What follows belongs to an exercise in optimizing a design on an open flow for small area; a production flow would make more cautious choices. In this exercise RTL edits were held to simulation tests only and were not proved equivalent to the original. Power is estimated from default activity; no workload was simulated.

==> quartz: inputs <==
==> flow/design.v (excerpt) <==
module ada_rx (
    input  wire        clk,
    input  wire        rst,         
    input  wire        in_valid,
    input  wire [7:0]  in_data,
    output wire        in_ready,
    output wire        out_valid,
    input  wire        out_ready,
    output wire [1:0]  out_kind,    
    output wire [31:0] out_data,
    output wire        out_last
);
    localparam [2:0] SEEK_MARKER  = 3'd0,
                     READ_NAME    = 3'd1,
                     READ_LENGTH  = 3'd2,
                     READ_PAYLOAD = 3'd3,
                     READ_CRC     = 3'd4;
    localparam [2:0] ERR_NONE          = 3'h0,
                     ERR_CRC           = 3'h1,
                     ERR_OVERSIZE      = 3'h2,
                     ERR_UNKNOWN_NAME  = 3'h3,
                     ERR_NAME_TOO_LONG = 3'h4,
                     ERR_RESYNC        = 3'h5,
                     ERR_MALFORMED     = 3'h6,
                     ERR_ALLOC         = 3'h7;
    localparam [1:0] KIND_ERR  = 2'd1,
                     KIND_HDR  = 2'd2,
                     KIND_WORD = 2'd3;
    localparam [31:0] CRC_RESIDUE = 32'hDEBB20E3;
    function [31:0] crc_update(input [31:0] c_in, input [7:0] d);
        integer k;
        reg [31:0] c;
        begin
            c = c_in ^ {24'd0, d};
            for (k = 0; k < 8; k = k + 1)
                c = c[0] ? ((c >> 1) ^ 32'hEDB88320) : (c >> 1);
            crc_update = c;
        end
    endfunction
    reg [2:0]  phase;
    reg [1:0]  mk;             
    reg [7:0]  i;              
    reg        cand;           
    reg [3:0]  name_id;
    reg [7:0]  plen;           
    reg [1:0]  fl;             
    reg [4:0]  p;              
    reg [7:0]  ring0 [0:31];
    reg [7:0]  ring1 [0:31];
    reg [7:0]  ring2 [0:31];
    reg [7:0]  ring3 [0:31];
    reg        o_busy;
    reg        rd;             
    reg [1:0]  o_kind;
  ...
==> flow/config.mk <==
export PLATFORM = sky130hd
export DESIGN_NAME = ada_rx
export DESIGN_NICKNAME = ada_rx
export VERILOG_FILES = /design/flow/design.v
export SDC_FILE = /design/flow/constraint.sdc
export NUM_CORES = 4
export LEC_CHECK = 0
export ABC_AREA = 1
export CAP_MARGIN = 20
export CORE_MARGIN = 2
export CORE_UTILIZATION = 55
export PLACE_DENSITY = 0.65
export SLEW_MARGIN = 20
==> flow/constraint.sdc <==
create_clock -name core_clock -period 14.0 [get_ports {clk}]
set_input_delay 2.8000 -clock core_clock [delete_from_list [all_inputs] [get_ports {clk}]]
set_output_delay 2.8000 -clock core_clock [all_outputs]
set_load 0.01 [all_outputs]
standard.sh (not shown) runs the stock make flow with config.mk's settings and CLKGATE_MAP_FILE= SYNTH_SCRIPT=/design/flow/synth_recipe.tcl, a recipe that flattens the netlist after the stock synthesis.
==> flow/flow/run.sh <==
#!/bin/bash
# The standard layout (standard.sh: ORFS synth .. finish, with the
# standard synthesis unchanged), with two changes made through ORFS's own
# variables:
#  - port buffers are buf_1 instead of the default choice;
#  - clock tree synthesis uses small sink clusters driven by clkbuf_4 and
#    no dummy loads, so the clock tree is smaller.
# ORFS's per-step logs stay under orfs/logs/; make's output goes to make.log.
set -euo pipefail
export BUFFER_PORTS_ARGS="-inputs -outputs -buffer_cell sky130_fd_sc_hd__buf_1"
export CTS_ARGS="-sink_clustering_enable -repair_clock_nets -dont_use_dummy_load -buf_list sky130_fd_sc_hd__clkbuf_4 -sink_clustering_size 9 -sink_clustering_max_diameter 40"
bash standard.sh > make.log 2>&1
==> inputs of maple, as changes to quartz <==
--- a/flow/design.v
+++ b/flow/design.v
@@ -57,13 +57,13 @@
     wire [7:0] b = in_data;
     wire [4:0] tgt = i[4:0] + i[6:2];      
     wire       slot = (p == tgt);
     wire [7:0] i_inc = i + (rd ? 8'd4 : 8'd1);
     wire       i_end = (i_inc == plen);
     assign in_ready  = !o_busy && !rd &&
-                       (phase != READ_PAYLOAD || i == 8'd0 || slot);
+                       (phase != READ_PAYLOAD || slot);
     assign out_valid = o_busy;
     assign out_kind  = o_kind;
     assign out_data  = sr;
     assign out_last  = o_last;
     wire take = in_valid && in_ready;
     wire marker_hit = (mk == 2'd3) && (b == 8'h41);
@@ -368,16 +368,13 @@
     always @(posedge clk) begin
         if (ld_word || take)
             sr <= ({32{ld_word}} & {ring3[28], ring2[29], ring1[30], ring0[31]}) |
                   ({32{sel_crc}} & crc_next) |
                   ({32{sel_err}} & {29'd0, ev_code}) |
                   ({32{sel_hdr}} & {18'd0, plen[7:2], 4'd0, name_id});
-        if (wr && i == 8'd0)
-            p <= 5'd1;
-        else
-            p <= p + 5'd1;
+        p <= p + 5'd1;
         if (rst) begin
             phase  <= SEEK_MARKER;
             mk     <= 2'd0;
             o_busy <= 1'b0;
             rd     <= 1'b0;
             p      <= 5'd0;
==> qor summary <==
| metric | quartz | maple |
|---|---|---|
| Run status | complete, no violations | complete, no violations |
| Core occupancy in the finished layout | 0.594 | 0.599 |
| Overall Global Routing Usage | 0.234 | 0.227 |
| Total Power Consumption | 5.60 mW | 5.20 mW |
| Static Leak | 12.9 nW | 12.9 nW |
| Worst-case headroom to the max-slew limit | 0.289 | 0.293 |
| Number of multi-input combinational cells | 1,065 | 1,025 |
| Switching share of power | 0.289 | 0.257 |
| Filler Cells Inserted | 4,271 | 4,083 |
| Post-placement cell area | 30,000 um^2 | 29,800 um^2 |
| FF-to-FF Start | name_id[0] | i[2] |
| Overall via count from detail_route | 16,100 | 15,700 |
| Clock share of power | 0.243 | 0.263 |
| Area delta synth->final | 7.06% | 7.03% |
| Count of cells along the worst register-to-register path | 26 | 24 |
| Non-Clock Inverter Count | 148 | 146 |
| Worst min-delay path endpoint | ring0[14][4] | ring2[24][6] |
| Die Width | 234 um | 233 um |
| Met1 capacity usage during global routing | 0.322 | 0.303 |
| Routed wire length | 61.9 mm | 59.5 mm |

## re-timing with driven ports
In the flow no input, the clock included, has a driving cell. The finished layouts below were timed again as built, in two steps. Step 1 sets driving cells, clkbuf_16 on the clock port and buf_2 on the other inputs (assumed; they add their load-dependent delay and slew). Step 2 adds t to the input delays and takes it off the output delays; t is the mean of the earliest and latest rising clock arrival at the registers after step 1. Input paths then give back, and output paths get back, about the clock's delay inside the block. a / b / c = no drivers / after step 1 / after step 2; a / b = the first two.
run	t (ns)	setup WS [ns]	hold slack, ns	cell pins on the clock port's net
quartz	0.986	7.261 / 7.204 / 7.109	0.270 / 0.270 / 0.270	1
maple	0.965	7.394 / 7.337 / 6.817	0.245 / 0.245 / 0.245	1
After both steps setup and hold are still met in every run listed. The setup slack of maple, which loses most, moves by -0.057 ns with the drivers and by -0.577 ns with both steps.
